This design comes from an exercise in tuning for small area, a short achievable clock period and few clock cycles per item on the open sky130 flow, not from production work.
RTL that was checked went through simulation tests only; none was proved equivalent to the original.
The RTL of run 8 was laid out without a check of its function.
Power figures rest on the tool's default switching activity, not on a simulated workload.

--- design/flow/config.mk ---
export PLATFORM = sky130hd
export DESIGN_NAME = ewma_rtt_estimator
export DESIGN_NICKNAME = ewma_rtt_estimator
export VERILOG_FILES = /design/flow/design.v
export SDC_FILE = /design/flow/constraint.sdc
export NUM_CORES = 4
export LEC_CHECK = 0
export CAP_MARGIN = 20
export CORE_MARGIN = 2
export CORE_UTILIZATION = 40
export SLEW_MARGIN = 20
--- design/flow/constraint.sdc ---
create_clock -name core_clock -period 18.0 [get_ports {clk}]
set_input_delay 3.6000 -clock core_clock [delete_from_list [all_inputs] [get_ports {clk}]]
set_output_delay 3.6000 -clock core_clock [all_outputs]
set_load 0.01 [all_outputs]
--- design/flow/design.v ---
module ewma_rtt_estimator (
    input  wire        clk,
    input  wire        rst,
    input  wire        cmd_valid,
    output wire        cmd_ready,
    input  wire [1:0]  cmd_op,
    input  wire [63:0] cmd_data,
    output reg         done,
    output reg  [63:0] est_rtt,
    output reg  [63:0] dev_rtt,
    output reg  [63:0] timeout_interval,
    output reg         rtt_valid
);
    localparam [1:0] OP_UPDATE   = 2'd0;
    localparam [1:0] OP_WRITE_TO = 2'd1;
    localparam [1:0] OP_RESET    = 2'd2;
    localparam [1:0] OP_NOP      = 2'd3;
    localparam [63:0] INIT_TIMEOUT = 64'h0000_0000_0001_0000;  
    assign cmd_ready = 1'b1;
    reg        rst_q;
    reg        c_valid;
    reg [1:0]  c_op;
    reg [63:0] c_data_n;   
    always @(posedge clk) begin
        rst_q   <= rst;
        c_valid <= cmd_valid && !rst;
        c_op    <= cmd_op;
        c_data_n <= ~cmd_data;
    end
    reg [63:0] a_est;      
    reg        a_vld;      
    wire [63:0] Sn = c_data_n;
    wire [63:0] S  = ~c_data_n;
    wire a_upd   = c_valid && (c_op == OP_UPDATE);
    wire a_wto   = c_valid && (c_op == OP_WRITE_TO);
    wire a_rcmd  = c_valid && (c_op == OP_RESET);
    wire a_first = a_upd && !a_vld;    
    wire [67:0] u0 = {1'b0, a_est, 3'b000};
    wire [67:0] u1 = {4'b1111, ~a_est};
    wire [67:0] u2 = {4'b0000, S};
    wire [67:0] su = u0 ^ u1 ^ u2;
    wire [67:0] cu = {((u0[66:0] & u1[66:0]) | (u0[66:0] & u2[66:0]) | (u1[66:0] & u2[66:0])), 1'b1};
    wire [3:0]  lo3 = {1'b0, su[2:0]} + {1'b0, cu[2:0]};
    wire        c3  = lo3[3];
    wire [63:0] est_new;
    pfx_add #(.W(64)) add_est (.a(su[66:3]), .b(cu[66:3]), .cin(c3), .s(est_new), .co());
    wire [64:0] d0 = {1'b1, Sn};
    wire [64:0] d1 = su[67:3];
    wire [64:0] d2 = cu[67:3];
    wire [64:0] sd = d0 ^ d1 ^ d2;
    wire [64:0] cd = {((d0[63:0] & d1[63:0]) | (d0[63:0] & d2[63:0]) | (d1[63:0] & d2[63:0])), c3};
    wire [64:0] fdiff;
    pfx_add #(.W(65)) add_diff (.a(sd), .b(cd), .cin(1'b0), .s(fdiff), .co());
    wire [64:0] nx = {1'b0, a_est ^ S};
    wire [64:0] ny = {a_est | Sn, 1'b0};
    wire        neg;
    carry_out #(.W(65)) cmp_neg (.a(nx), .b(ny), .co(neg));
    reg [63:0] b_mag;      
    reg        b_neg;
    reg        b_upd;      
    reg        b_load;     
    reg        b_dz;       
    reg        b_init;     
    reg        b_valid;
    always @(posedge clk) begin
        if (rst_q || a_rcmd) begin
            a_est <= 64'd0;
            a_vld <= 1'b0;
        end else if (a_upd) begin
            a_est <= a_vld ? est_new : S;
            a_vld <= 1'b1;
        end
        b_mag   <= (a_wto || a_first) ? S : (fdiff[63:0] ^ {64{~neg}});
        b_neg   <= neg;
        b_upd   <= a_upd && a_vld;
        b_load  <= a_wto || a_first;
        b_dz    <= a_first || a_rcmd;
        b_init  <= a_rcmd;
        b_valid <= c_valid && !rst;
    end
    wire [65:0] t0 = {1'b0, dev_rtt, 1'b0};
    wire [65:0] t1 = {2'b00, dev_rtt};
    wire [65:0] t2 = {2'b00, b_mag};
    wire [65:0] x  = t0 ^ t1 ^ t2;
    wire [65:0] y  = {((t0[64:0] & t1[64:0]) | (t0[64:0] & t2[64:0]) | (t1[64:0] & t2[64:0])), b_neg};
    wire        c2 = (x[1] & y[1]) | ((x[1] ^ y[1]) & x[0] & y[0]);
    wire [63:0] dev_new;
    pfx_add #(.W(64)) add_dev (.a(x[65:2]), .b(y[65:2]), .cin(c2), .s(dev_new), .co());
    wire [66:0] v0 = {3'b000, a_est};
    wire [66:0] v1 = {1'b0, x[65:2], 2'b00};
    wire [66:0] v2 = {1'b0, y[65:2], 2'b00};
    wire [66:0] sv = v0 ^ v1 ^ v2;
    wire [66:0] cv = {((v0[65:0] & v1[65:0]) | (v0[65:0] & v2[65:0]) | (v1[65:0] & v2[65:0])), 1'b0};
    wire [66:0] qv = {cv[66:3], c2, cv[1:0]};    
    wire [63:0] to_lo;
    wire        to_co;
    pfx_add #(.W(64)) add_to (.a(sv[63:0]), .b(qv[63:0]), .cin(1'b0), .s(to_lo), .co(to_co));
    wire        ovf = to_co | (|sv[66:64]) | (|qv[66:64]);
    always @(posedge clk) begin
        done      <= b_valid && !rst;
        est_rtt   <= a_est;
        rtt_valid <= a_vld;
        if (rst_q || b_dz)
            dev_rtt <= 64'd0;
        else if (b_upd)
            dev_rtt <= dev_new;
        if (rst_q || b_init)
            timeout_interval <= INIT_TIMEOUT;
        else if (b_load)
            timeout_interval <= b_mag;
        else if (b_upd)
            timeout_interval <= to_lo | {64{ovf}};
    end
endmodule
module pfx_add #(parameter W = 64) (
    input  wire [W-1:0] a,
    input  wire [W-1:0] b,
    input  wire         cin,
    output wire [W-1:0] s,
    output wire         co
);
    wire [W-1:0] p = a ^ b;
    reg  [W-1:0] g, t, ng, nt;
    integer i, l, d;
    always @* begin
        g = a & b;
        t = p;
        g[0] = g[0] | (p[0] & cin);
        for (l = 1; l < W; l = l * 2) begin
            ng = g; nt = t;
            for (i = 0; i < W; i = i + 1)
                if (((i / l) % 2) == 1) begin
                    d = (i / l) * l - 1;
                    ng[i] = g[i] | (t[i] & g[d]);
                    nt[i] = t[i] & t[d];
                end
            g = ng; t = nt;
        end
    end
    assign s  = p ^ {g[W-2:0], cin};
    assign co = g[W-1];
endmodule
module carry_out #(parameter W = 64) (
    input  wire [W-1:0] a,
    input  wire [W-1:0] b,
    output wire         co
);
    reg [W-1:0] g, t;
    integer i, l;
    always @* begin
        g = a & b;
        t = a | b;
        for (l = 1; l < W; l = l * 2)
            for (i = 2 * l - 1; i < W; i = i + 2 * l) begin
                g[i] = g[i] | (t[i] & g[i-l]);
                t[i] = t[i] & t[i-l];
            end
    end
    function automatic top_carry;
        input [W-1:0] gg, tt;
        integer k, pos, sz;
        reg c;
        begin
            c = 1'b0;
            pos = 0;
            for (k = 30; k >= 0; k = k - 1) begin
                sz = 1 << k;
                if ((W & sz) != 0) begin
                    c = gg[pos + sz - 1] | (tt[pos + sz - 1] & c);
                    pos = pos + sz;
                end
            end
            top_carry = c;
        end
    endfunction
    assign co = top_carry(g, t);
endmodule
--- design/flow/flow/run.sh ---
#!/bin/bash
# The standard layout (standard synthesis and ORFS steps unchanged) with
# extra make settings from flow/settings.txt, one NAME=VALUE per line:
# timing repair aims for a setup slack margin, so it works towards a shorter
# achieved period at the design's clock period and constraints.
set -euo pipefail
args=()
while IFS= read -r line; do
  [[ -n "$line" && "$line" != \#* ]] && args+=("$line")
done < flow/settings.txt
bash standard.sh "${args[@]}" finish > standard_flow.log 2>&1
--- design/flow/flow/settings.txt ---
SETUP_SLACK_MARGIN=13.25
BUFFER_PORTS_ARGS=-buffer_cell sky130_fd_sc_hd__buf_1
CTS_ARGS=-sink_clustering_enable -repair_clock_nets -dont_use_dummy_load -sink_clustering_size 20 -sink_clustering_max_diameter 120
--- design/flow/standard.sh ---
#!/bin/bash
# synth_recipe.tcl (not shown) runs the flow's synth.tcl, then flattens the netlist and writes it again
# the make line also repeats each setting of config.mk as NAME=value (left out here)
make -C /OpenROAD-flow-scripts/flow DESIGN_CONFIG=/design/flow/config.mk WORK_HOME=/design/flow/orfs CLKGATE_MAP_FILE= SYNTH_SCRIPT=/design/flow/synth_recipe.tcl "${@:-finish}"
==> run notes, run 1 <==
clk root buf clkbuf_16; Layout area overhead 14.3%; Mean Syn Cell Area 9.59 um^2; Setup crit end kind output port; Cell Area, Synth ~30,000 um^2; max incr delay on CP 0.40 ns; post-route cell area 34,700 um^2; I/O pin count 264; r2r startpoint a_est[8]; Final nets approximately 4,100; number of synthesized register bits 397; GP Congestion approximately 0.95; Wirelength per Cell 21.9 um; Cells after Synth approximately 3,200; CP required 14.40 ns; Post-DRT Antenna Nets 0; Lkg Pwr 15.2 nW; Worst Skew 0.0455 ns; Worst path depth 1; via count of the first global-routing pass 23,900; initial antenna violation count 1; # clock sinks 397; CP max FO 4; initial drt markers approximately 1,800; placed cell area 32,400 um^2; n_diodes 0; vias post-DR 24,600; sequential-to-total area share from yosys stat 0.261; worst slew pin tran between 1 and 1.5 ns; largest buffer count on any clock path 3; final worst path period share 0.262; Die W roughly 280 um; CORE AREA 75,600 um^2; Max-slew headroom 0.264; combinational power share 0.515; Async SR Flop Fraction 0; status complete, no violations; max-slew violations 0; Crit Path Class flop to output port; Yosys top cell by area dfxtp_1; starting density of the core 0.402; total internal power about 2.0 mW; DR DRC count 0; crit path from dev_rtt[40]; Netlist cell types 84; H-tree levels 1; Peak VDD IR 0.0000545 V; critical path cell sequence buf_6; Hold Startpoint a_est[24]; Die ar. 78,200 um^2; Skew-Pair Late Insertion Delay between 0.6 and 0.7 ns; Post-Syn Nets 3,825; final hold vios 0; largest net degree at the start of global routing 65; Clock Power Share 0.162; total congestion overflow 0; main flop type after synthesis dfxtp_1; iteration count of the initial detailed-routing pass 5; Die H roughly 280 um; clk slew on worst S/H paths around 0.1 ns; first-pass GRT wire length 146 mm; Crit-path slowest cell dfxtp_4; count of final setup violators 0; MaxCap Viol Count 0; fin crit period 4.72 ns; buffers and inverters on the worst path 1; vias per cell 5.54; Seq pwr share 0.323; worst hold path depth 0; RSZ-0062 raised after global routing true; largest cells by area after synthesis dfxtp_1 26%, fa_1 18%, ha_1 13%; setup TNS 0 ns; gr usage total 0.245; fmax 0.212 GHz; share of post-route cells with drive strength above 1 0.144; Total Power 3.51 mW; area share of the largest cell type after synthesis 0.261; Rows 101; Switch Pwr 1.48 mW; Post-synth EDFFs 0; hold_ws 0.400 ns; Ys Warns 4; final wirelength 97.4 mm; number of port buffers 262; TritonCTS clock tree built; Critical Path Start Type flop; Power Dens Cells 101 nW/um^2; CP arrival around 1.1 ns; Num CTS Buffers 25; Sw Ratio 0.421; hpwl dp 77.0 mm; reg2reg path depth 15; cell family with most CP delay flip-flops; HP Class flop to flop
cells in the mapped netlist, types with 12 or more instances:
cell / instances
o21bai_1: 18
nor2b_1: 23
dfxtp_1: 397
o211ai_1: 22
or3_1: 12
a211oi_1: 88
xnor2_1: 163
o22ai_1: 13
nand4_1: 21
ha_1: 313
fa_1: 274
inv_1: 279
buf_1: 15
and3_1: 14
nand2b_1: 20
xor2_1: 104
and4_1: 16
nor2_1: 229
mux2i_1: 63
a22oi_1: 16
o21ai_0: 131
nor3_1: 36
a21oi_1: 279
a31oi_1: 22
clkbuf_1: 75
o221ai_1: 61
a21o_1: 68
nand3_1: 37
nand2_1: 143
o31ai_1: 29
or2_2: 12
o21a_1: 27
per-layer routing:
layer | global-route usage | up-vias | share of wire
met5 | 0 | - | 0.00018
met4 | 0.0677 | 2 | 0.027
met3 | 0.0515 | 117 | 0.085
met2 | 0.356 | 789 | 0.42
met1 | 0.365 | 11900 | 0.47
li1 | - | 11800 | -
power by group through the flow:
stage | sequential, mW | combinational [mW] | clock (mW)
global placement | 1.16 | 1.72 | 0
global route | 1.14 | 2.03 | 0.615
finish | 1.13 | 1.81 | 0.569
floorplan | 1.08 | 1.38 | 0
CTS | 1.13 | 1.77 | 0.591
detailed placement | 1.16 | 1.73 | 0
metrics by stage:
stage,std cells,utilization,setup WS [ns]
after global placement,4327,0.429,12.46
after CTS,4407,0.452,13.22
after floorplan,3169,-,13.64
after detailed placement,4327,0.429,12.45
after global routing,4445,0.460,13.19
final,4445,0.460,13.28
logic make-up (layout without fill, tap and decap cells):
family | after synthesis | after routing | synth area share
muxes | 63 | 63 | 0.0207
adders and majority gates | 593 | 593 | 0.311
xor gates and xnor gates | 267 | 267 | 0.0769
buffers and inverters | 380 | 677 | 0.0478
DFF | 397 | 397 | 0.261
and+or+nand+nor | 588 | 589 | 0.0893
AOI/OAI and AO/OA | 880 | 880 | 0.193
other | 1 | 1 | 0.000123
worst paths after layout:
| check | endpoint | slack (ns) |
|---|---|---|
| setup / recovery | dev_rtt[40] | 13.28 |
| setup reg to reg | b_mag[58] | 13.39 |
| hold reg to reg | est_rtt[24] | 0.40 |
| hold / removal | est_rtt[24] | 0.40 |
state kept, by name (all words and copies together), names as in the netlist, 2 cells and up:
name              flops
timeout_interval     64
a_est                64
b_mag                64
c_data_n             64
dev_rtt              64
est_rtt              64
c_op                  2
cell usage in the layout (no fill, tap or decap), types with 10 or more instances in the layout:
cell type	synthesis	routed
o22ai_1	13	13
o21ai_0	131	124
ha_1	313	312
xnor2_1	163	163
dfxtp_1	397	258
and4_1	16	15
nand4_1	21	21
o211ai_1	22	22
inv_1	279	276
or3_1	12	12
a211o_1	10	10
a211oi_1	88	84
buf_4	5	134
or2_2	12	12
buf_6	0	22
nor2b_1	23	22
nand3_1	37	36
and3_1	14	14
a21oi_1	279	273
o221ai_1	61	61
buf_1	15	136
a31oi_1	22	20
clkbuf_2	0	11
o21a_1	27	27
o21bai_1	18	18
xor2_1	104	104
mux2i_1	63	63
nand2_1	143	142
nand2b_1	20	17
nor2_1	229	223
clkbuf_16	0	25
fa_1	274	265
buf_2	6	69
o31ai_1	29	27
a21o_1	68	68
nor3_1	36	33
a22oi_1	16	16
dfxtp_4	0	76
dfxtp_2	0	63
area by class of cell:
cell class                      count  area [um^2]
Fill cell                        7358        40800
Inverter                          279         1050
Clock buffer                       25          626
Sequential cell                   397         8310
Multi-Input combinational cell   2393        21400
Timing Repair Buffer              373         2180
Tap cell                          978         1220
worst register-to-register path, cell delays in order (launching register included):
cell and delay, ns:
dfxtp_4 0.41, inv_1 0.11, fa_2 0.60, fa_1 0.43
ha_1 0.37, a2111o_1 0.47, o22ai_4 0.27, o21ai_4 0.15
a211oi_4 0.34, a2111o_1 0.31, a2111oi_4 0.10, buf_4 0.17
or3_1 0.34, a21oi_1 0.19, xnor2_1 0.14, mux2i_1 0.08
timing repair:
item | in CTS | in global routing
resized for setup | 358 | 113
hold buffers | 0 | 0
pin swaps | 9 | 34
endpoints found under the setup margin | 236 | 186
buffers inserted | 54 | 38
cloned | 1 | 0
Testbench counts, summed over its fixed seeds: cycles 12,016, items 12,000.
==> inputs of run 2 (changes only) <==
==> design/flow/flow/settings.txt (replaced) <==
SETUP_SLACK_MARGIN=13.2
BUFFER_PORTS_ARGS=-buffer_cell sky130_fd_sc_hd__buf_1
CTS_ARGS=-sink_clustering_enable -repair_clock_nets -dont_use_dummy_load -sink_clustering_size 20 -sink_clustering_max_diameter 120
--- a/design/flow/config.mk
+++ b/design/flow/config.mk
@@ -8,4 +8,5 @@
 export CAP_MARGIN = 20
 export CORE_MARGIN = 2
 export CORE_UTILIZATION = 40
+export GPL_TIMING_DRIVEN = 0
 export SLEW_MARGIN = 20
==> run 2 against run 1 <==
Net effect: still clean on timing, DRC and antenna; clock skew rose by 0.030 ns; via count rose by 2.1%; combinational power rose by 3%; register-to-register slack got worse by 0.09 ns; maximum frequency fell by 1.2%; die area did not move; critical path type unchanged.
==> run notes, run 2 <==
clk slew on worst S/H paths 0.09 ns (about the same); MaxCap Viol Count 0 (unchanged); iteration count of the initial detailed-routing pass 6 (+1); area share of the largest cell type after synthesis 0.261 (unchanged); starting density of the core 0.402 (unchanged); Async SR Flop Fraction 0 (unchanged); Critical Path Start Type flop; largest cells by area after synthesis dfxtp_1 26%, fa_1 18%, ha_1 13%; largest net degree at the start of global routing 21 (-68%); I/O pin count 264 (unchanged); Fillers 7,349 (-0.12%); number of port buffers 262 (unchanged); initial antenna violation count 0 (-1); met2 WL 45.4 mm (+12%); Multi-input gate area 21,400 um^2 (about the same); RSZ-0062 raised after global routing true; Rows 101 (unchanged); share of post-route cells with drive strength above 1 0.109 (-0.0345); Crit Path Class flop to output port; Die ar. 78,200 um^2 (unchanged); Post-Syn Nets 3,825 (unchanged); Die H 280 um (unchanged); Layout area overhead 12.9%; crit path from timeout_interval[37]; Crit-path slowest cell dfxtp_1; gr usage total 0.265 (+0.0193); max-slew violations 0 (unchanged); first-pass GRT wire length 155 mm (+6.0%); largest buffer count on any clock path 3 (unchanged); Num CTS Buffers 25 (unchanged); total congestion overflow 0 (unchanged); most frequent cells in the layout 310 x ha_1, 274 x inv_1, 272 x a21oi_1; vias post-DR 25,100 (+2.1%); number of synthesized register bits 397 (unchanged); status complete, no violations; most numerous cell in the Yosys netlist dfxtp_1; Post-synth EDFFs 0 (unchanged); TritonCTS clock tree built; FF/Latch Area 8270 um^2 (-0.50%); most common cell after layout, fill and taps aside ha_1; via count of the first global-routing pass 24,200 (+1.4%); H-tree levels 1 (unchanged); initial drt markers 1,979 (+10%); r2r startpoint a_est[62]; Skew-Pair Late Insertion Delay 0.62 ns (about the same); main flop type after synthesis dfxtp_1; final worst path period share 0.266 (+0.00322); DR top layer met4; buffers and inverters on the worst path 1 (unchanged); HP Class flop to flop; cell family with most CP delay flip-flops; clk root buf clkbuf_16; Worst Skew 0.0752 ns (+0.0297 ns); GP Congestion 0.993 (+4.4%); Placed Cells 4,409 (+1.9%); Cells after Synth 3,169 (unchanged); Ys Warns 4 (unchanged); CP required 14.40 ns (about the same); Cell Area, Synth 30,400 um^2 (unchanged); Worst Setup EP timeout_interval[37]; setup TNS 0 ns (unchanged); DR DRC count 0 (unchanged); Worst path depth 1 (unchanged); final hold vios 0 (unchanged); fin crit period 4.78 ns (+0.0579 ns); Post-synth top cells 397 x dfxtp_1, 313 x ha_1, 279 x a21oi_1, 279 x inv_1, 274 x fa_1; Setup crit end kind output port; critical path cell sequence clkbuf_2; CP max FO 2 (-2); CP arrival 1.18 ns (+0.06 ns); Final Util 0.454 (-0.00555); fmax 0.209 GHz (-1.2%); Post-DRT Antenna Nets 0 (unchanged); CORE AREA 75,600 um^2 (unchanged); Wirelength per Cell 23.7 um (+8.3%); Max-slew headroom 0.250 (-0.0146); Critical R2R Capture b_mag[49]; final wirelength 106 mm (+8.9%); reg2reg path depth 14 (-1); Die W 280 um (unchanged); WL met3 8.69 mm (+5.2%); max incr delay on CP 0.42 ns (+0.02 ns); fin cells 4,470 (+0.56%); Yosys top cell by area dfxtp_1; Metal-1 WL 48.3 mm (+5.0%); Mean Syn Cell Area 9.59 um^2 (unchanged); worst slew pin tran 1.13 ns (+0.0260 ns); Lkg Pwr 14.7 nW (-3.6%); Peak VDD IR 0.0000668 V (+23%); sequential-to-total area share from yosys stat 0.261 (unchanged); # clock sinks 397 (unchanged); vias per cell 5.63 (+1.5%); Final nets 4,149 (+0.58%); count of final setup violators 0 (unchanged); Netlist cell types 84 (unchanged); hpwl dp 87.0 mm (+13%); R2R setup slack 13.30 ns (-0.09 ns); Power Dens Cells 104 nW/um^2 (+3.0%)
-- run 2: cell counts after synthesis --
No cell type changed its count.
-- run 2: layer usage --
layer | vias up | GRT usage
li1 | 11800 | -
met1 | 12200 | 0.378
met2 | 968 | 0.398
met3 | 169 | 0.0540
met4 | 0 | 0.0861
met5 | - | 0
-- run 2: area by class of cell --
cell class	instances	area share
antenna	1	0.0000729
buffer	101	0.0123
clock buffer	25	0.0182
inverter	279	0.0307
multi-input combinational	2392	0.622
sequential	397	0.241
tap	978	0.0356
timing repair buffer	297	0.0398
-- run 2: per-stage QoR --
stage | power (mW) | setup WS (ns) | instance area (um^2) | hold WS (ns)
after global routing | 3.83 | 13.10 | 34300 | 0.412
after detailed placement | 2.92 | 12.53 | 32600 | 0.391
after CTS | 3.53 | 13.20 | 33700 | 0.403
after floorplan | 2.47 | 13.64 | 30400 | 0.373
after global placement | 2.91 | 12.56 | 32600 | 0.401
final | 3.58 | 13.22 | 34300 | 0.405
-- run 2: power breakdown --
| part | switching [mW] | internal (mW) | total [mW] | leakage [nW] |
|---|---|---|---|---|
| sequential | 0.157 | 0.987 | 1.14 | 3.34 |
| combinational | 1.05 | 0.805 | 1.86 | 11.0 |
| clock | 0.326 | 0.246 | 0.573 | 0.308 |
-- run 2: kinds of logic after synthesis --
| group | after synthesis | synth area share |
|---|---|---|
| AO/OA/AOI/OAI | 880 | 0.193 |
| adder cells (fa/ha/maj) | 593 | 0.311 |
| AND/OR/NAND/NOR | 588 | 0.0893 |
| flip-flops | 397 | 0.261 |
| buffers and inverters | 380 | 0.0478 |
| XOR/XNOR | 267 | 0.0769 |
| multiplexers | 63 | 0.0207 |
| other | 1 | 0.000123 |
-- run 2: what timing repair did --
action                     4_1_cts  5_1_grt
hold buffers                     0        0
resized for setup              198      172
setup endpoints to repair      217      185
buffers inserted                 8       27
pin swaps                       12       40
-- run 2: worst min path at each step --
stage	from	endpoint	slack [ns]	cells past startpoint
2_1_floorplan	a_est[63]	est_rtt[63]	0.37	0
3_3_place_gp	a_est[12]	est_rtt[12]	0.40	0
3_5_place_dp	a_est[12]	est_rtt[12]	0.39	0
4_1_cts	a_est[12]	est_rtt[12]	0.40	0
5_1_grt	a_est[12]	est_rtt[12]	0.41	0
6_report	a_est[12]	est_rtt[12]	0.40	0
==> inputs of run 3 (changes only) <==
--- a/design/flow/config.mk
+++ b/design/flow/config.mk
@@ -7,6 +7,5 @@
 export LEC_CHECK = 0
 export CAP_MARGIN = 20
 export CORE_MARGIN = 2
-export CORE_UTILIZATION = 40
-export GPL_TIMING_DRIVEN = 0
+export CORE_UTILIZATION = 47
 export SLEW_MARGIN = 20
==> run 3 against run 2 <==
Net effect: still clean on timing, DRC and antenna; clock-buffer cell count down 2; routed wire length is 7.4% lower; sequential power about the same; critical path type unchanged; critical endpoint is now timeout_interval[61]; largest cell class unchanged.
==> run notes, run 3 <==
reg2reg path depth 17 (+3); via count of the first global-routing pass 25,000 (+3.1%); largest buffer count on any clock path 3 (unchanged); placed cell area 32,200 um^2 (-1.1%); combinational power share 0.523 (+0.003); most common cell after layout, fill and taps aside ha_1; Final Util 0.524 (+0.0699); initial antenna violation count 6 (+6); Setup crit end kind output port; H-tree levels 1 (unchanged); iteration count of the initial detailed-routing pass 7 (+1); Ys Warns 4 (unchanged); Worst Skew 0.0315 ns (-0.0437 ns); area share of the largest cell type after synthesis 0.261 (unchanged); status complete, no violations; DR DRC count 0 (unchanged); TritonCTS clock tree built; number of port buffers 262 (unchanged); max-slew violations 0 (unchanged); Crit Path Class flop to output port; worst slew pin tran 1.01 ns (-0.119 ns); Peak VDD IR 0.0000538 V (-19%); Sw Ratio 0.429 (about the same); clk slew on worst S/H paths 0.09 ns (about the same); Final nets 4,061 (-2.1%); starting density of the core 0.473 (+0.0710); vias post-DR 25,100 (-0.056%); MaxCap Viol Count 0 (unchanged); worst hold path depth 0 (unchanged); final worst path period share 0.265 (-0.000661); CP required 14.40 ns (about the same); Num CTS Buffers 23 (-8.0%); Critical Path Start Type flop; max incr delay on CP 0.41 ns (about the same); fin cells 4,263 (-4.6%); GP Congestion 0.933 (-6.0%); CORE AREA 64,200 um^2 (-15%); Post-synth EDFFs 0 (unchanged); largest cells by area after synthesis dfxtp_1 26%, fa_1 18%, ha_1 13%; most frequent cells in the layout 311 x ha_1, 287 x dfxtp_1, 277 x inv_1; vias per cell 5.89 (+4.8%); Layout area overhead 10.7%; first-pass GRT wire length 149 mm (-3.6%); Mean Syn Cell Area 9.59 um^2 (unchanged); HP Class flop to flop; Wirelength per Cell 23.0 um (-2.9%); Die H 258 um (-7.6%); Switch Pwr 1.52 mW (-0.96%); Placed Cells 4,205 (-4.6%); Netlist cell types 84 (unchanged); Async SR Flop Fraction 0 (unchanged); count of final setup violators 0 (unchanged); CP arrival 1.17 ns (about the same); Crit-path slowest cell dfxtp_1; Die ar. 66,700 um^2 (-15%); Post-Syn Nets 3,825 (unchanged); Rows 93 (-7.9%); Seq pwr share 0.323 (+0.003); Lkg Pwr 14.5 nW (-1.6%); most numerous cell in the Yosys netlist dfxtp_1; hold_ws 0.379 ns (-0.0258 ns); Die W 258 um (-7.6%); number of synthesized register bits 397 (unchanged); Power Dens Cells 105 nW/um^2 (+1.1%); largest net degree at the start of global routing 81 (+290%); post-route cell area 33,700 um^2 (-1.9%); initial drt markers 2,243 (+13%); Cells after Synth 3,169 (unchanged); Worst path depth 1 (unchanged); Yosys top cell by area dfxtp_1; Fillers 5,949 (-19%); fin crit period 4.77 ns (-0.0119 ns); RSZ-0062 raised after global routing true; # clock sinks 397 (unchanged); clk root buf clkbuf_16; Post-synth top cells 397 x dfxtp_1, 313 x ha_1, 279 x a21oi_1, 279 x inv_1, 274 x fa_1; Max-slew headroom 0.329 (+0.0792); critical path cell sequence buf_1; hpwl dp 77.1 mm (-11%); share of post-route cells with drive strength above 1 0.0932 (-0.0163); main flop type after synthesis dfxtp_1; Clock Power Share 0.154 (-0.006); Cell Area, Synth 30,400 um^2 (unchanged); fmax 0.210 GHz (+0.25%); sequential-to-total area share from yosys stat 0.261 (unchanged); Post-DRT Antenna Nets 0 (unchanged); final wirelength 98.2 mm (-7.4%); gr usage total 0.292 (+0.0271); buffers and inverters on the worst path 1 (unchanged); CP max FO 2 (unchanged); total internal power 2.02 mW (-0.83%); Skew-Pair Late Insertion Delay 0.60 ns (-0.02 ns); total congestion overflow 0 (unchanged); final hold vios 0 (unchanged); setup TNS 0 ns (unchanged); I/O pin count 264 (unchanged); cell family with most CP delay flip-flops
-- run 3: worst paths after layout --
kind,start,end,slack [ns]
worst max-delay path,timeout_interval[61],timeout_interval[61],13.23
worst max register to register,a_est[13],b_mag[63],13.31
worst min-delay path,a_est[1],est_rtt[1],0.38
worst min register to register,a_est[1],est_rtt[1],0.38
-- run 3: area by class of cell --
cell class	count	area, um^2	area share
multi-input cells	2392	21300	0.633
inverters	279	1050	0.0311
well taps	855	1070	0.0318
repair buffers	312	1470	0.0436
flip-flops and latches	397	8180	0.243
clock buffers	23	576	0.0171
diodes	5	12.5	0.000372
-- run 3: stage by stage --
stage | total power, mW | worst slack (ns)
6_report | 3.54 | 13.23
5_1_grt | 3.81 | 13.12
4_1_cts | 3.50 | 13.20
3_5_place_dp | 2.93 | 12.55
3_3_place_gp | 2.91 | 12.68
2_1_floorplan | 2.47 | 13.64
-- run 3: power groups by stage --
stage / Combinational [mW] / Clock (mW) / Sequential, mW
global placement: 1.74 / 0 / 1.16
finish: 1.85 / 0.546 / 1.15
floorplan: 1.38 / 0 / 1.08
CTS: 1.81 / 0.556 / 1.14
detailed placement: 1.77 / 0 / 1.16
global route: 2.07 / 0.590 / 1.15
-- run 3: cell families after synthesis --
group                    after synthesis  synth area share
XOR/XNOR                             267            0.0769
AO/OA/AOI/OAI                        880             0.193
flip-flops                           397             0.261
AND/OR/NAND/NOR                      588            0.0893
buffers and inverters                380            0.0478
adder cells (fa/ha/maj)              593             0.311
other                                  1          0.000123
multiplexers                          63            0.0207
-- run 3: metal layers --
metal | track usage | wire, um
met5 | 0 | 11
met4 | 0.0706 | 2420
met3 | 0.0698 | 9740
met2 | 0.432 | 41700
met1 | 0.427 | 44400
-- run 3: what timing repair did --
| item | 4_1_cts | 5_1_grt |
|---|---|---|
| gates cloned | 1 | 0 |
| endpoints found under the setup margin | 214 | 166 |
| setup buffers | 7 | 22 |
| pin swaps | 16 | 31 |
| resized for setup | 142 | 112 |
| hold buffers | 0 | 0 |
==> inputs of run 4 (changes only) <==
==> design/flow/flow/settings.txt (replaced) <==
SETUP_SLACK_MARGIN=13.15
BUFFER_PORTS_ARGS=-buffer_cell sky130_fd_sc_hd__buf_1
CTS_ARGS=-sink_clustering_enable -repair_clock_nets -dont_use_dummy_load -sink_clustering_size 20 -sink_clustering_max_diameter 120
--- a/design/flow/config.mk
+++ b/design/flow/config.mk
@@ -7,5 +7,5 @@
 export LEC_CHECK = 0
 export CAP_MARGIN = 20
 export CORE_MARGIN = 2
-export CORE_UTILIZATION = 47
+export CORE_UTILIZATION = 40
 export SLEW_MARGIN = 20
==> run 4 against run 3 <==
Net effect: still clean; synthesized area stayed put; clock-buffer cell count up 2; non-clock buffer count is 12 lower; maximum frequency shrank 1.1%; hold slack improved by 0.029 ns; routed wire length down 2.1%; power decreased by 1.1%; cell area is essentially flat; sequential power hardly changed; global-route usage fell by 4.9 points; via count is 3.1% lower; largest cell class unchanged; largest power group unchanged; highest routed layer unchanged.
==> run notes, run 4 <==
max-slew violations 0 (unchanged); critical path cell sequence buf_1; fmax 0.207 GHz (-1.1%); final worst path period share 0.268 (+0.00299); iteration count of the initial detailed-routing pass 6 (-1); Critical Path Start Type flop; mux share of post-synthesis cell area 0.0207 (unchanged); most numerous cell in the Yosys netlist dfxtp_1; max incr delay on CP 0.43 ns (+0.02 ns); Max-slew headroom 0.305 (-0.0241); Crit-path slowest cell dfxtp_1; share of post-route cells with drive strength above 1 0.0857 (-0.00741); Async SR Flop Fraction 0 (unchanged); Cell Area, Synth 30,400 um^2 (unchanged); Post-DRT Antenna Nets 0 (unchanged); CP arrival 1.22 ns (+0.05 ns); worst hold path depth 0 (unchanged); Hold Startpoint a_est[36]; post-synthesis compound-gate area fraction 0.193 (unchanged); worst slew pin tran 1.04 ns (+0.0337 ns); largest buffer count on any clock path 3 (unchanged); Final nets 4,052 (-0.22%); Metal-1 WL 46.6 mm (+4.9%); Crit Path Class flop to output port; largest family of logic cells by synthesized area adder cells; RSZ-0062 raised after global routing true; buffers and inverters on the worst path 1 (unchanged); hold_buf cts 0 (unchanged); Post-Synth Adder-Cell Area 0.311 (unchanged); Rows 101 (+8.6%); Lkg Pwr 14.4 nW (-0.18%); clk slew on worst S/H paths 0.10 ns (about the same); number of synthesized register bits 397 (unchanged); gr usage total 0.243 (-0.0491); vias per cell 5.57 (-5.5%); CP required 14.40 ns (about the same); Power Dens Cells 104 nW/um^2 (-1.1%); initial antenna violation count 2 (-4); vias post-DR 24,400 (-3.1%); cell family with most CP delay flip-flops; Cells after Synth 3,169 (unchanged); Die ar. 78,200 um^2 (+17%); Yosys top cell by area dfxtp_1; simple-gate share of the synthesized area 0.0893 (unchanged); TritonCTS clock tree built; Skew-Pair Late Insertion Delay 0.61 ns (about the same); Post-Syn Nets 3,825 (unchanged); most common cell after layout, fill and taps aside ha_1; initial drt markers 1,825 (-19%); largest cells by area after synthesis dfxtp_1 26%, fa_1 18%, ha_1 13%; Critical R2R Capture b_mag[58]; final wirelength 96.1 mm (-2.1%); setup ws final 13.18 ns (-0.0538 ns); Setup crit end kind output port; I/O pin count 264 (unchanged); most frequent cells in the layout 312 x ha_1, 291 x dfxtp_1, 276 x a21oi_1; Total Power 3.50 mW (-1.1%); hold endpoint est_rtt[36]; number of port buffers 262 (unchanged); CORE AREA 75,600 um^2 (+18%); total congestion overflow 0 (unchanged); DR DRC count 0 (unchanged); GP Congestion 0.951 (+2.0%); setup TNS 0 ns (unchanged); main flop type after synthesis dfxtp_1; Mean Syn Cell Area 9.59 um^2 (unchanged); via count of the first global-routing pass 23,500 (-5.9%); Post-synth EDFFs 0 (unchanged); Layout area overhead 10.7% (about the same); r2r startpoint a_est[7]; xor/xnor share of the synthesized area 0.0769 (unchanged); R2R setup slack 13.29 ns (-0.02 ns); status complete, no violations; CP max FO 2 (unchanged); met2 WL 40.0 mm (-4.0%); Ys Warns 4 (unchanged); count of final setup violators 0 (unchanged); HP Class flop to flop; Peak VDD IR 0.0000547 V (+1.7%); sequential-to-total area share from yosys stat 0.261 (unchanged); Wirelength per Cell 22.0 um (-4.6%); clk root buf clkbuf_16; Netlist cell types 84 (unchanged); Die W 280 um (+8.3%); MaxCap Viol Count 0 (unchanged); Final Util 0.445 (-0.0788); starting density of the core 0.402 (-0.0710); first-pass GRT wire length 145 mm (-2.9%); largest net degree at the start of global routing 65 (-20%); fin crit period 4.82 ns (+0.0538 ns); n_diodes 0 (-5); H-tree levels 1 (unchanged); reg2reg path depth 15 (-2); WL met3 7.28 mm (-25%); hpwl dp 77.0 mm (-0.13%); area share of the largest cell type after synthesis 0.261 (unchanged); final hold vios 0 (unchanged); # clock sinks 397 (unchanged); Post-synth top cells 397 x dfxtp_1, 313 x ha_1, 279 x a21oi_1, 279 x inv_1, 274 x fa_1; DP Worst Slack 12.45 ns (-0.0993 ns); Worst Skew 0.0467 ns (+0.0152 ns); Die H 280 um (+8.3%); DR top layer met5; Num CTS Buffers 25 (+8.7%)
## run 4: cell types whose count changed in the layout (fill, tap and decap cells not counted), sizes merged
cell	previous run	this run
nand2b	20	21
buf	291	292
diode	5	0
clkbuf	43	33
bufbuf	1	0
## run 4: cell families after synthesis
group,Yosys count
buffers and inverters,380
muxes,63
DFF,397
AOI/OAI and AO/OA,880
other,1
and+or+nand+nor,588
adders and majority gates,593
xor gates and xnor gates,267
## run 4: final cells by class
cell class / count / area (um^2)
Tap cell: 978 / 1220
Timing Repair Buffer: 300 / 1360
Clock buffer: 25 / 626
Inverter: 279 / 1050
Multi-Input combinational cell: 2393 / 21300
Fill cell: 7457 / 41900
Sequential cell: 397 / 8120
## run 4: report_power, final
part	internal [mW]	leakage, nW	switching, mW
clock network	0.246	0.308	0.324
registers	0.992	3.32	0.152
logic	0.791	10.8	0.999
total	2.03	14.4	1.47
## run 4: repair_timing
| action | CTS | global route |
|---|---|---|
| setup endpoints to repair | 163 | 127 |
| setup buffers | 5 | 14 |
| gates cloned | 0 | 1 |
| pin swaps | 3 | 28 |
| gates resized for setup | 132 | 85 |
## run 4: how the worst max path moves through the flow
stage | from | endpoint | slack, ns | depth (start not counted)
CTS | timeout_interval[29] | timeout_interval[29] | 13.15 | 1
global route | a_est[35] | b_mag[63] | 13.10 | 16
detailed placement | dev_rtt[2] | timeout_interval[41] | 12.45 | 16
finish | timeout_interval[18] | timeout_interval[18] | 13.18 | 1
global placement | dev_rtt[2] | timeout_interval[41] | 12.46 | 16
floorplan | a_est[3] | b_mag[61] | 13.64 | 17
## run 4: metal layers
metal	up-vias	track usage
met5	-	0
met4	4	0.0528
met3	106	0.0430
met2	778	0.356
met1	11800	0.368
li1	11600	-
## run 4: stage by stage
| stage | cells | instance area, um^2 | hold slack [ns] |
|---|---|---|---|
| after floorplan | 3169 | 30400 | 0.373 |
| final | 4372 | 33700 | 0.408 |
| after CTS | 4357 | 33300 | 0.409 |
| after detailed placement | 4327 | 32400 | 0.414 |
| after global routing | 4372 | 33700 | 0.414 |
| after global placement | 4327 | 32400 | 0.427 |
## run 4: worst reg2reg max path, cell delays in order (launching register included)
cell	delay, ns
dfxtp_2	0.45
inv_1	0.16
fa_1	0.58
fa_1	0.42
ha_1	0.35
a2111o_1	0.47
o22ai_4	0.28
o21ai_4	0.14
a211oi_4	0.40
a2111o_1	0.32
a2111oi_4	0.10
buf_4	0.17
or3_1	0.34
a21oi_1	0.19
xnor2_1	0.14
mux2i_1	0.08
==> inputs of run 5 (changes only) <==
==> design/flow/flow/settings.txt (replaced) <==
SETUP_SLACK_MARGIN=13.2
BUFFER_PORTS_ARGS=-buffer_cell sky130_fd_sc_hd__buf_1
CTS_ARGS=-sink_clustering_enable -repair_clock_nets -dont_use_dummy_load -sink_clustering_size 20 -sink_clustering_max_diameter 120
==> run 5 against run 4 <==
Net effect: die area did not move; critical path depth is the same; largest cell class unchanged; via count rose by 0.38%; largest power group unchanged; sequential share of layout area is 0.13 points higher.
==> run notes, run 5 <==
number of synthesized register bits 397 (unchanged); Yosys top cell by area dfxtp_1; Crit-path slowest cell dfxtp_1; main flop type after synthesis dfxtp_1; Rows 101 (unchanged); Hold Startpoint a_est[36]; status complete, no violations; r2r startpoint dev_rtt[1]; HP Class flop to flop; TritonCTS clock tree built; n_diodes 0 (unchanged); CP arrival 1.17 ns (-0.05 ns); Lkg Pwr 14.6 nW (+1.5%); DR DRC count 0 (unchanged); setup TNS 0 ns (unchanged); Worst Skew 0.0470 ns (+0.000316 ns); RSZ-0062 raised after global routing true; number of port buffers 262 (unchanged); largest family of logic cells by synthesized area adder cells; Setup crit end kind output port; sequential-to-total area share from yosys stat 0.261 (unchanged); Die H 280 um (unchanged); vias post-DR 24,400 (+0.38%); R2R setup slack 13.37 ns (+0.08 ns); GP Congestion 0.951 (unchanged); Async SR Flop Fraction 0 (unchanged); Post-synth EDFFs 0 (unchanged); # clock sinks 397 (unchanged); I/O pin count 264 (unchanged); simple-gate share of the synthesized area 0.0893 (unchanged); critical path cell sequence buf_4; largest buffer count on any clock path 3 (unchanged); Netlist cell types 84 (unchanged); initial antenna violation count 2 (unchanged); vias per cell 5.58 (+0.19%); Layout area overhead 11.8%; Post-DRT Antenna Nets 0 (unchanged); final wirelength 96.6 mm (+0.43%); Post-Syn Nets 3,825 (unchanged); most common cell after layout, fill and taps aside ha_1; xor/xnor share of the synthesized area 0.0769 (unchanged); final worst path period share 0.265 (-0.00307); cell family with most CP delay flip-flops; fin cells 4,380 (+0.18%); Skew-Pair Late Insertion Delay 0.60 ns (about the same); crit path from timeout_interval[30]; post-synthesis compound-gate area fraction 0.193 (unchanged); area share of the largest cell type after synthesis 0.261 (unchanged); mux share of post-synthesis cell area 0.0207 (unchanged); clk root buf clkbuf_16; max-slew violations 0 (unchanged); count of final setup violators 0 (unchanged); Die ar. 78,200 um^2 (unchanged); final hold vios 0 (unchanged); Wirelength per Cell 22.0 um (+0.25%); first-pass GRT wire length 146 mm (+0.21%); via count of the first global-routing pass 23,600 (+0.33%); buffers and inverters on the worst path 1 (unchanged); fmax 0.210 GHz (+1.2%); Critical Path Start Type flop; gr usage total 0.243 (+0.000595); Fillers 7,434 (-0.31%); Die W 280 um (unchanged); clk slew on worst S/H paths 0.10 ns (about the same); Crit Path Class flop to output port; Post-synth top cells 397 x dfxtp_1, 313 x ha_1, 279 x a21oi_1, 279 x inv_1, 274 x fa_1; Peak VDD IR 0.0000541 V (-1.1%); worst slew pin tran 1.04 ns (+0.00384 ns); Power Dens Cells 103 nW/um^2 (-0.85%); share of post-route cells with drive strength above 1 0.108 (+0.0224); MaxCap Viol Count 0 (unchanged); most numerous cell in the Yosys netlist dfxtp_1; Mean Syn Cell Area 9.59 um^2 (unchanged); max incr delay on CP 0.38 ns (-0.05 ns); hpwl dp 77.0 mm (unchanged); iteration count of the initial detailed-routing pass 6 (unchanged); most frequent cells in the layout 310 x ha_1, 274 x inv_1, 274 x a21oi_1; fin crit period 4.77 ns (-0.0552 ns); Placed Cells 4,327 (unchanged); H-tree levels 1 (unchanged); Ys Warns 4 (unchanged); initial drt markers 1,939 (+6.2%); CP required 14.40 ns (about the same); largest cells by area after synthesis dfxtp_1 26%, fa_1 18%, ha_1 13%; largest net degree at the start of global routing 65 (unchanged); hold_buf cts 0 (unchanged); CP max FO 2 (unchanged); Cells after Synth 3,169 (unchanged); starting density of the core 0.402 (unchanged); Cell Area, Synth 30,400 um^2 (unchanged); Final nets 4,060 (+0.20%); Post-Synth Adder-Cell Area 0.311 (unchanged); CORE AREA 75,600 um^2 (unchanged); total congestion overflow 0 (unchanged); Max-slew headroom 0.302 (-0.00256); Num CTS Buffers 25 (unchanged)
[run 5: timing repair]
item | 4_1_cts | 5_1_grt
endpoints found under the setup margin | 200 | 155
pin swaps | 8 | 32
buffers inserted | 8 | 20
resized for setup | 223 | 121
[run 5: logic make-up after synthesis]
family,Yosys count
AOI/OAI and AO/OA,880
adders and majority gates,593
and+or+nand+nor,588
DFF,397
buffers and inverters,380
xor gates and xnor gates,267
muxes,63
other,1
[run 5: cell type report]
| type | count | area (um^2) | area share |
|---|---|---|---|
| clock buffer | 25 | 626 | 0.0184 |
| multi-input combinational | 2392 | 21300 | 0.627 |
| inverter | 279 | 1050 | 0.0309 |
| sequential | 397 | 8240 | 0.243 |
| timing repair buffer | 309 | 1530 | 0.0449 |
| tap | 978 | 1220 | 0.0360 |
[run 5: worst paths after layout]
kind                                to  depth (start not counted)
setup reg to reg  timeout_interval[25]                         16
setup / recovery  timeout_interval[30]                          1
hold reg to reg            est_rtt[36]                          0
hold / removal             est_rtt[36]                          0
[run 5: power by group]
group	internal, mW	switching [mW]
clock	0.246	0.325
combinational	0.796	1.00
sequential	0.986	0.153
total	2.03	1.48
[run 5: per-layer routing]
metal,global-route usage,share of wire,up-vias
met5,0,0.00033,-
li1,-,-,11700
met4,0.0535,0.021,4
met1,0.369,0.48,11900
met2,0.358,0.42,776
met3,0.0426,0.077,98
[run 5: metrics by stage]
| stage | cell area (um^2) | hold slack, ns | power (mW) | worst slack, ns | utilization |
|---|---|---|---|---|---|
| 6_report | 34000 | 0.407 | 3.51 | 13.23 | 0.450 |
| 4_1_cts | 33500 | 0.409 | 3.48 | 13.20 | 0.443 |
| 5_1_grt | 34000 | 0.414 | 3.78 | 13.15 | 0.450 |
| 3_5_place_dp | 32400 | 0.414 | 2.89 | 12.45 | 0.429 |
| 2_1_floorplan | 30400 | 0.373 | 2.47 | 13.64 | - |
| 3_3_place_gp | 32400 | 0.427 | 2.88 | 12.46 | 0.429 |
==> inputs of run 6 (changes only) <==
==> design/flow/flow/settings.txt (replaced) <==
SETUP_SLACK_MARGIN=13.2
BUFFER_PORTS_ARGS=-buffer_cell sky130_fd_sc_hd__buf_1
CTS_ARGS=-sink_clustering_enable -repair_clock_nets -dont_use_dummy_load -sink_clustering_size 16 -sink_clustering_max_diameter 100
--- a/design/flow/config.mk
+++ b/design/flow/config.mk
@@ -7,5 +7,5 @@
 export LEC_CHECK = 0
 export CAP_MARGIN = 20
 export CORE_MARGIN = 2
-export CORE_UTILIZATION = 40
+export CORE_UTILIZATION = 45
 export SLEW_MARGIN = 20
==> run 6 against run 5 <==
Net effect: cell count decreased by 2.1%; global-route usage is 2.9 points higher; sequential power barely moved; routed wire length down 1.0%; synthesized area unchanged; clock-buffer cell count increased by 5; critical path depth rose by 16.
==> run notes, run 6 <==
Async SR Flop Fraction 0 (unchanged); Power Dens Cells 105 nW/um^2 (+1.9%); simple-gate share of the synthesized area 0.0893 (unchanged); initial antenna violation count 2 (unchanged); fin crit period 4.78 ns (+0.0130 ns); mux share of post-synthesis cell area 0.0207 (unchanged); final worst path period share 0.266 (+0.000722); post-synthesis compound-gate area fraction 0.193 (unchanged); Critical Path Start Type flop; largest net degree at the start of global routing 87 (+34%); CORE AREA 67,000 um^2 (-11%); Peak VDD IR 0.0000676 V (+25%); gr usage total 0.272 (+0.0286); main flop type after synthesis dfxtp_1; TritonCTS clock tree built; total congestion overflow 0 (unchanged); setup TNS 0 ns (unchanged); Skew-Pair Late Insertion Delay 0.63 ns (+0.03 ns); clk root buf clkbuf_16; fmax 0.209 GHz (-0.27%); CP max FO 4 (+2); Post-synth EDFFs 0 (unchanged); H-tree levels 1 (unchanged); RSZ-0062 raised after global routing true; CP required 18.48 ns (+4.08 ns); Worst Skew 0.0544 ns (+0.00737 ns); HP Class flop to flop; Post-synth top cells 397 x dfxtp_1, 313 x ha_1, 279 x a21oi_1, 279 x inv_1, 274 x fa_1; final hold vios 0 (unchanged); Wirelength per Cell 22.3 um (+1.1%); Max-slew headroom 0.289 (-0.0136); vias per cell 5.70 (+2.2%); Cell Area, Synth 30,400 um^2 (unchanged); Setup crit end kind flop; I/O pin count 264 (unchanged); Die H 264 um (-5.6%); Rows 95 (-5.9%); worst slew pin tran 1.07 ns (+0.0217 ns); DR DRC count 0 (unchanged); Final Util 0.507 (+0.0574); GP Congestion 0.906 (-4.7%); Yosys top cell by area dfxtp_1; starting density of the core 0.454 (+0.0512); hpwl dp 75.0 mm (-2.5%); Post-Syn Nets 3,825 (unchanged); Netlist cell types 84 (unchanged); largest buffer count on any clock path 3 (unchanged); status complete, no violations; Post-Synth Adder-Cell Area 0.311 (unchanged); iteration count of the initial detailed-routing pass 5 (-1); final wirelength 95.5 mm (-1.0%); sequential-to-total area share from yosys stat 0.261 (unchanged); first-pass GRT wire length 145 mm (-0.36%); # clock sinks 397 (unchanged); number of synthesized register bits 397 (unchanged); most common cell after layout, fill and taps aside ha_1; largest family of logic cells by synthesized area adder cells; initial drt markers 2,091 (+7.8%); area share of the largest cell type after synthesis 0.261 (unchanged); vias post-DR 24,400 (+0.025%); Post-DRT Antenna Nets 0 (unchanged); max-slew violations 0 (unchanged); via count of the first global-routing pass 23,600 (+0.013%); MaxCap Viol Count 0 (unchanged); xor/xnor share of the synthesized area 0.0769 (unchanged); most numerous cell in the Yosys netlist dfxtp_1; Num CTS Buffers 30 (+20%); Lkg Pwr 14.7 nW (+0.50%); CP arrival 5.26 ns (+4.09 ns); most frequent cells in the layout 312 x ha_1, 279 x dfxtp_1, 277 x inv_1; Crit Path Class flop to flop; share of post-route cells with drive strength above 1 0.109 (+0.000626); number of port buffers 262 (unchanged); largest cells by area after synthesis dfxtp_1 26%, fa_1 18%, ha_1 13%; clk slew on worst S/H paths 0.07 ns (-0.03 ns); Layout area overhead 11.8% (about the same); count of final setup violators 0 (unchanged); Mean Syn Cell Area 9.59 um^2 (unchanged); Final nets 4,068 (+0.20%); Cells after Synth 3,169 (unchanged); Ys Warns 4 (unchanged); Die ar. 69,700 um^2 (-11%); Die W 264 um (-5.6%)
-- run 6: cell types whose count changed in the layout (fill, tap and decap cells not counted), moves of 4 or more --
cell / delta
o21ai_0: -5
dfxtp_1: +6
dfxtp_4: -7
fa_1: +4
buf_4: -9
clkbuf_2: +13
clkbuf_16: +5
nor2_2: +4
fa_2: -4
-- run 6: cell type report --
type	count	area [um^2]
antenna	3	7.51
clock buffer	30	751
fill	6373	33000
inverter	279	1050
multi-input combinational	2392	21300
sequential	397	8220
tap	873	1090
timing repair buffer	312	1550
-- run 6: stage by stage --
stage,instance area [um^2],total power [mW],worst slack [ns],hold slack (ns),cells
after floorplan,30400,2.47,13.64,0.373,3169
after global placement,32300,2.90,12.69,0.413,4223
after detailed placement,32300,2.90,12.64,0.413,4223
after CTS,33500,3.55,13.20,0.423,4261
after global routing,34000,3.85,13.05,0.427,4283
final,34000,3.58,13.22,0.414,4286
-- run 6: worst paths after layout --
check | startpoint | end | slack, ns | cells past startpoint
setup / recovery | dev_rtt[0] | dev_rtt[30] | 13.22 | 17
hold / removal | a_est[1] | est_rtt[1] | 0.41 | 0
setup reg to reg | dev_rtt[0] | dev_rtt[30] | 13.22 | 17
hold reg to reg | a_est[1] | est_rtt[1] | 0.41 | 0
-- run 6: worst max-delay path: stages, from the launching register on --
cell	delay (ns)
dfxtp_4	0.36
fa_1	0.48
ha_1	0.30
a31o_2	0.25
fa_2	0.35
fa_2	0.41
a211oi_2	0.31
o211ai_1	0.30
a31o_2	0.37
o211ai_1	0.29
buf_4	0.16
a21oi_1	0.05
or3_1	0.36
a21oi_1	0.23
nor2b_1	0.07
nor2_1	0.11
xor2_1	0.14
o21ai_0	0.08
-- run 6: layer usage --
metal / vias up / part of all wire / GRT usage / wire length [um]
met5: - / 0 / 0 / 0
met4: 0 / 0.024 / 0.0627 / 2260
met3: 102 / 0.088 / 0.0580 / 8400
met2: 836 / 0.42 / 0.395 / 39800
met1: 11800 / 0.47 / 0.409 / 45100
li1: 11700 / - / - / -
-- run 6: cell families after synthesis --
logic type,count (synthesis)
buffers and inverters,380
XOR/XNOR,267
other,1
AND/OR/NAND/NOR,588
multiplexers,63
AO/OA/AOI/OAI,880
flip-flops,397
adder cells (fa/ha/maj),593
-- run 6: timing repair --
item | in CTS | in global routing
hold buffers | 0 | 0
endpoints found under the setup margin | 213 | 154
buffers inserted | 7 | 22
pin swaps | 9 | 35
resized for setup | 190 | 135
cloned | 1 | 0
-- run 6: where the power goes --
| group | switching (mW) | total, mW | internal, mW | leakage [nW] |
|---|---|---|---|---|
| Combinational | 1.02 | 1.82 | 0.798 | 11.0 |
| Sequential | 0.148 | 1.14 | 0.987 | 3.33 |
| Clock | 0.329 | 0.621 | 0.292 | 0.370 |
| Total | 1.50 | 3.58 | 2.08 | 14.7 |
==> inputs of run 7 (changes only) <==
--- a/design/flow/config.mk
+++ b/design/flow/config.mk
@@ -7,5 +7,5 @@
 export LEC_CHECK = 0
 export CAP_MARGIN = 20
 export CORE_MARGIN = 2
-export CORE_UTILIZATION = 45
+export CORE_UTILIZATION = 50
 export SLEW_MARGIN = 20
==> run 7 against run 6 <==
Net effect: core utilization increased by 5.2 points; setup slack got worse by 0.010 ns; register-to-register slack improved by 0.11 ns; cell count decreased by 2.5%; sequential power about the same; via count increased by 2.9%; hold slack got worse by 0.0099 ns; maximum frequency decreased by 0.21%; die area decreased by 9.8%; critical path type is now flop to output port.
==> run notes, run 7 <==
number of synthesized register bits 397 (unchanged); Crit-path slowest cell dfxtp_1; area share of the largest cell type after synthesis 0.261 (unchanged); I/O pin count 264 (unchanged); setup ws final 13.21 ns (-0.0100 ns); Cell Area, Synth 30,400 um^2 (unchanged); fin crit period 4.79 ns (+0.0100 ns); sequential-to-total area share from yosys stat 0.261 (unchanged); CORE AREA 60,200 um^2 (-10%); Post-Syn Nets 3,825 (unchanged); Num CTS Buffers 29 (-3.3%); Rows 90 (-5.3%); clk root buf clkbuf_16; Async SR Flop Fraction 0 (unchanged); buffers and inverters on the worst path 1 (unchanged); hpwl dp 77.2 mm (+2.9%); Layout area overhead 10.9%; share of post-route cells with drive strength above 1 0.103 (-0.00580); MaxCap Viol Count 0 (unchanged); Cells after Synth 3,169 (unchanged); cell family with most CP delay flip-flops; worst slew pin tran 1.12 ns (+0.0546 ns); GP Congestion 0.939 (+3.7%); Multi-input gate area 21,300 um^2 (-0.21%); Setup crit end kind output port; most common cell after layout, fill and taps aside ha_1; n_diodes 0 (-3); CP max FO 2 (-2); max incr delay on CP 0.41 ns (-0.07 ns); setup TNS 0 ns (unchanged); starting density of the core 0.505 (+0.0511); final hold vios 0 (unchanged); HP Class flop to flop; Die H 251 um (-5.1%); H-tree levels 1 (unchanged); Netlist cell types 84 (unchanged); vias post-DR 25,200 (+2.9%); max-slew violations 0 (unchanged); TritonCTS clock tree built; initial antenna violation count 3 (+1); Post-synth EDFFs 0 (unchanged); CP arrival 1.19 ns (-4.07 ns); hold_buf cts 0 (unchanged); Die W 251 um (-5.1%); largest net degree at the start of global routing 89 (+2.3%); Max-slew headroom 0.253 (-0.0356); Wirelength per Cell 23.5 um (+5.3%); vias per cell 6.02 (+5.5%); initial drt markers 2,227 (+6.5%); FF/Latch Area 8250 um^2 (+0.35%); Fillers 5,452 (-14%); CP required 14.40 ns (-4.08 ns); critical path cell sequence buf_2; DR DRC count 0 (unchanged); Post-DRT Antenna Nets 0 (unchanged); Peak VDD IR 0.0000791 V (+17%); Yosys top cell by area dfxtp_1; most numerous cell in the Yosys netlist dfxtp_1; Final nets 4,056 (-0.29%); most frequent cells in the layout 310 x ha_1, 277 x a21oi_1, 276 x inv_1; Crit Path Class flop to output port; clk slew on worst S/H paths 0.08 ns (about the same); final wirelength 98.1 mm (+2.7%); total congestion overflow 0 (unchanged); largest buffer count on any clock path 3 (unchanged); Critical Path Start Type flop; largest cells by area after synthesis dfxtp_1 26%, fa_1 18%, ha_1 13%; main flop type after synthesis dfxtp_1; Post-synth top cells 397 x dfxtp_1, 313 x ha_1, 279 x a21oi_1, 279 x inv_1, 274 x fa_1; # clock sinks 397 (unchanged); final worst path period share 0.266 (+0.000556); Ys Warns 4 (unchanged); Die ar. 62,800 um^2 (-9.8%); RSZ-0062 raised after global routing true; count of final setup violators 0 (unchanged); DP Worst Slack 12.67 ns (+0.0358 ns); number of port buffers 262 (unchanged); Skew-Pair Late Insertion Delay 0.61 ns (-0.02 ns); gr usage total 0.307 (+0.0354); Final Util 0.559 (+0.0523); iteration count of the initial detailed-routing pass 6 (+1); Power Dens Cells 107 nW/um^2 (+2.1%); Lkg Pwr 14.6 nW (-0.69%); first-pass GRT wire length 148 mm (+1.9%); Worst Skew 0.0349 ns (-0.0195 ns); Mean Syn Cell Area 9.59 um^2 (unchanged); via count of the first global-routing pass 24,400 (+3.3%); status complete, no violations; fmax 0.209 GHz (-0.21%)
## run 7: cell count changes in the layout (fill, tap and decap cells not counted), moves of 4 or more
cell	delta
dfxtp_4	+8
clkbuf_2	+7
buf_4	-21
a21oi_1	+5
buf_1	+4
dfxtp_1	-7
a21oi_2	-4
## run 7: cell type report
cell class / count / share of cell area
multi-input combinational: 2393 / 0.632
sequential: 397 / 0.245
timing repair buffer: 300 / 0.0419
inverter: 279 / 0.0312
tap: 782 / 0.0290
clock buffer: 29 / 0.0215
## run 7: cells by family after synthesis
logic type | Yosys count | synth area share
flip-flops | 397 | 0.261
buffers and inverters | 380 | 0.0478
XOR/XNOR | 267 | 0.0769
other | 1 | 0.000123
adder cells (fa/ha/maj) | 593 | 0.311
multiplexers | 63 | 0.0207
AO/OA/AOI/OAI | 880 | 0.193
AND/OR/NAND/NOR | 588 | 0.0893
## run 7: routing by layer
| metal | vias up | track usage | part of all wire |
|---|---|---|---|
| met2 | 983 | 0.447 | 0.42 |
| li1 | 11600 | - | - |
| met5 | - | 0 | 0.00012 |
| met1 | 12400 | 0.463 | 0.47 |
| met3 | 131 | 0.0624 | 0.091 |
| met4 | 2 | 0.0761 | 0.023 |
## run 7: worst reg2reg max path, delay by kind of cell (launching register included)
kind	cells	cell delay (ns)
DFF	1	0.37
buffers and inverters	1	0.18
xor gates and xnor gates	1	0.16
AOI/OAI and AO/OA	10	2.26
adders and majority gates	4	1.54
## run 7: final timing paths
path | startpoint | end | slack, ns | depth (start not counted)
max | timeout_interval[31] | timeout_interval[31] | 13.21 | 1
min | a_est[20] | est_rtt[20] | 0.40 | 0
max reg2reg | dev_rtt[1] | dev_rtt[39] | 13.33 | 16
min reg2reg | a_est[20] | est_rtt[20] | 0.40 | 0
## run 7: timing repair
item                                    in CTS  in global routing
buffers inserted                             5                 13
pin swaps                                    9                 21
resized for setup                          176                135
gates cloned                                 2                  0
endpoints found under the setup margin     201                157
endpoints found under the hold margin        0                  0
## run 7: power breakdown
group / switching [mW] / internal (mW) / total, mW
combinational: 1.05 / 0.798 / 1.85
sequential: 0.169 / 0.987 / 1.16
clock: 0.328 / 0.283 / 0.610
total: 1.55 / 2.07 / 3.62
## run 7: metrics by stage
step                hold slack, ns  total power [mW]  std cells  instance area (um^2)
finish                       0.404              3.62       4180                 33700
global route                 0.411              3.87       4180                 33700
CTS                          0.400              3.58       4167                 33300
detailed placement           0.386              2.95       4131                 32100
global placement             0.386              2.93       4131                 32100
floorplan                    0.373              2.47       3169                 30400
==> inputs of run 8 (changes only) <==
--- a/design/flow/design.v
+++ b/design/flow/design.v
@@ -94,7 +94,7 @@
     wire [66:0] qv = {cv[66:3], c2, cv[1:0]};    
     wire [63:0] to_lo;
     wire        to_co;
-    pfx_add #(.W(64)) add_to (.a(sv[63:0]), .b(qv[63:0]), .cin(1'b0), .s(to_lo), .co(to_co));
+    pfx_add #(.W(64), .BK(2)) add_to (.a(sv[63:0]), .b(qv[63:0]), .cin(1'b0), .s(to_lo), .co(to_co));
     wire        ovf = to_co | (|sv[66:64]) | (|qv[66:64]);
     always @(posedge clk) begin
         done      <= b_valid && !rst;
@@ -112,7 +112,7 @@
             timeout_interval <= to_lo | {64{ovf}};
     end
 endmodule
-module pfx_add #(parameter W = 64) (
+module pfx_add #(parameter W = 64, parameter BK = 0) (
     input  wire [W-1:0] a,
     input  wire [W-1:0] b,
     input  wire         cin,
@@ -121,20 +121,44 @@
 );
     wire [W-1:0] p = a ^ b;
     reg  [W-1:0] g, t, ng, nt;
+    localparam TOP = 1 << ($clog2(W) - 1);    
     integer i, l, d;
     always @* begin
         g = a & b;
         t = p;
         g[0] = g[0] | (p[0] & cin);
-        for (l = 1; l < W; l = l * 2) begin
-            ng = g; nt = t;
-            for (i = 0; i < W; i = i + 1)
-                if (((i / l) % 2) == 1) begin
-                    d = (i / l) * l - 1;
-                    ng[i] = g[i] | (t[i] & g[d]);
-                    nt[i] = t[i] & t[d];
-                end
-            g = ng; t = nt;
+        if (BK == 2) begin
+            for (l = 1; l < W; l = l * 2) begin
+                ng = g; nt = t;
+                for (i = l; i < W; i = i + 1) begin
+                    ng[i] = g[i] | (t[i] & g[i-l]);
+                    nt[i] = t[i] & t[i-l];
+                end
+                g = ng; t = nt;
+            end
+        end else if (BK) begin
+            for (l = 1; l < W; l = l * 2) begin
+                for (i = 2 * l - 1; i < W; i = i + 2 * l) begin
+                    g[i] = g[i] | (t[i] & g[i-l]);
+                    t[i] = t[i] & t[i-l];
+                end
+            end
+            for (l = TOP / 2; l >= 1; l = l / 2)
+                for (i = 3 * l - 1; i < W; i = i + 2 * l) begin
+                    g[i] = g[i] | (t[i] & g[i-l]);
+                    t[i] = t[i] & t[i-l];
+                end
+        end else begin
+            for (l = 1; l < W; l = l * 2) begin
+                ng = g; nt = t;
+                for (i = 0; i < W; i = i + 1)
+                    if (((i / l) % 2) == 1) begin
+                        d = (i / l) * l - 1;
+                        ng[i] = g[i] | (t[i] & g[d]);
+                        nt[i] = t[i] & t[d];
+                    end
+                g = ng; t = nt;
+            end
         end
     end
     assign s  = p ^ {g[W-2:0], cin};
==> design/flow/flow/settings.txt (replaced) <==
SETUP_SLACK_MARGIN=13.2
BUFFER_PORTS_ARGS=-buffer_cell sky130_fd_sc_hd__buf_1
CTS_ARGS=-sink_clustering_enable -repair_clock_nets -dont_use_dummy_load -sink_clustering_size 20 -sink_clustering_max_diameter 120
--- a/design/flow/config.mk
+++ b/design/flow/config.mk
@@ -7,5 +7,5 @@
 export LEC_CHECK = 0
 export CAP_MARGIN = 20
 export CORE_MARGIN = 2
-export CORE_UTILIZATION = 50
+export CORE_UTILIZATION = 40
 export SLEW_MARGIN = 20
==> run 8 against run 7 <==
Net effect: clock power shrank 6.6%; largest cell class unchanged; largest power group unchanged; critical endpoint is now est_rtt[43]; cell count grew 15%; global-route usage shrank 5.9 points; clock-buffer cell count shrank 4; non-clock buffer count grew 7; first-iteration DRC count shrank 5.9%; critical path type unchanged; routed wire length grew 6.0%; flip-flop and latch count is the same; die area grew 32%.
==> run notes, run 8 <==
status complete, no violations; TritonCTS clock tree built; Die H 287 um (+15%); critical path cell sequence buf_1; number of synthesized register bits 397 (unchanged); Wirelength per Cell 21.7 um (-7.6%); Netlist cell types 104 (+24%); CP max FO 1 (-1); Layout area overhead 10.6%; most common cell after layout, fill and taps aside ha_1; starting density of the core 0.406 (-0.0992); CP required 14.40 ns (about the same); max incr delay on CP 0.40 ns (about the same); # clock sinks 397 (unchanged); Yosys top cell by area dfxtp_1; sequential-to-total area share from yosys stat 0.247 (-0.0141); count of final setup violators 0 (unchanged); area share of the largest cell type after synthesis 0.247 (-0.0141); Hold Startpoint a_est[1]; vias post-DR 26,600 (+5.7%); R2R setup slack 13.31 ns (-0.02 ns); max-slew violations 0 (unchanged); Cells after Synth 3,537 (+12%); CP arrival 1.16 ns (-0.03 ns); largest cells by area after synthesis dfxtp_1 25%, fa_1 17%, ha_1 12%; via count of the first global-routing pass 25,800 (+5.9%); buffers and inverters on the worst path 1 (unchanged); Skew-Pair Late Insertion Delay 0.60 ns (about the same); Cell Area, Synth 32,100 um^2 (+5.7%); DP Worst Slack 12.42 ns (-0.257 ns); setup TNS 0 ns (unchanged); cell family with most CP delay flip-flops; hpwl dp 84.4 mm (+9.4%); CORE AREA 79,300 um^2 (+32%); Ys Warns 5 (+1); worst slew pin tran 1.02 ns (-0.101 ns); Setup crit end kind output port; clk slew on worst S/H paths 0.09 ns (about the same); hold_buf cts 0 (unchanged); final wirelength 104 mm (+6.0%); worst hold path depth 0 (unchanged); FF/Latch Area 8210 um^2 (-0.47%); setup ws final 13.24 ns (+0.0288 ns); iteration count of the initial detailed-routing pass 7 (+1); Critical Path Start Type flop; HP Class flop to flop; fin crit period 4.76 ns (-0.0288 ns); reg2reg path depth 15 (-1); Die ar. 82,600 um^2 (+32%)
-- run 8: cell types whose count changed after synthesis, moves of 14 or more --
cell / before / now
o21ai_1: 0 / 51
o21ai_0: 131 / 169
inv_1: 279 / 311
nor2_1: 229 / 302
xor2_1: 104 / 90
mux2i_1: 63 / 48
clkbuf_1: 75 / 101
nand2_1: 143 / 233
a211oi_1: 88 / 125
nand4_1: 21 / 40
o221ai_1: 61 / 11
a21o_1: 68 / 83
-- run 8: what timing repair did --
item | 4_1_cts | 5_1_grt
pin swaps | 9 | 11
resized for setup | 173 | 129
setup buffers | 15 | 14
setup endpoints to repair | 209 | 188
-- run 8: metrics by stage --
step                instance area [um^2]  utilization  hold WS (ns)  total power [mW]  cells
finish                             35500        0.449         0.399              3.69   4791
global route                       35500        0.448         0.404              3.98   4790
CTS                                35100        0.443         0.406              3.66   4776
detailed placement                 34000        0.429         0.393              3.07   4736
global placement                   34000        0.429         0.380              3.07   4736
floorplan                          32100            -         0.329              2.58   3537
-- run 8: worst max path at each step --
stage	endpoint	slack, ns	start	cells past startpoint
2_1_floorplan	b_mag[63]	13.68	a_est[3]	17
3_3_place_gp	b_mag[45]	12.47	a_est[47]	14
3_5_place_dp	b_mag[45]	12.42	a_est[47]	14
4_1_cts	b_mag[45]	13.17	a_est[47]	14
5_1_grt	timeout_interval[9]	13.11	dev_rtt[13]	17
6_report	est_rtt[43]	13.24	est_rtt[43]	1
-- run 8: final cells by class --
type | instances | share of cell area
Inverter | 313 | 0.0330
Sequential cell | 397 | 0.231
Timing Repair Buffer | 307 | 0.0417
Tap cell | 1050 | 0.0370
Multi-Input combinational cell | 2698 | 0.640
Antenna cell | 1 | 0.0000704
Clock buffer | 25 | 0.0176
-- run 8: kinds of logic (layout without fill, tap and decap cells) --
| logic type | after synthesis | count (layout) | synth area share |
|---|---|---|---|
| multiplexers | 49 | 49 | 0.0153 |
| XOR/XNOR | 259 | 259 | 0.0724 |
| adder cells (fa/ha/maj) | 589 | 589 | 0.292 |
| AO/OA/AOI/OAI | 998 | 998 | 0.205 |
| AND/OR/NAND/NOR | 802 | 802 | 0.114 |
| buffers and inverters | 442 | 645 | 0.0541 |
| other | 1 | 2 | 0.000117 |
| flip-flops | 397 | 397 | 0.247 |
-- run 8: metal layers --
layer	routed length, um	global-route usage
met1	51300	0.388
met2	42300	0.354
met3	7670	0.0348
met4	2640	0.0576
met5	0	0
-- run 8: where the power goes --
| group | leakage, nW | internal [mW] | switching, mW |
|---|---|---|---|
| sequential | 3.33 | 0.986 | 0.179 |
| clock | 0.308 | 0.246 | 0.324 |
| combinational | 11.7 | 0.826 | 1.13 |

Re-timed with assumed drivers on the ports (clkbuf_16 on the clock, buf_2 on other inputs), run 8 has 13.167 ns of setup slack against 13.238 ns with ideal ports, and 13.314 ns once port delays also move by the mid clock arrival of 0.652 ns.
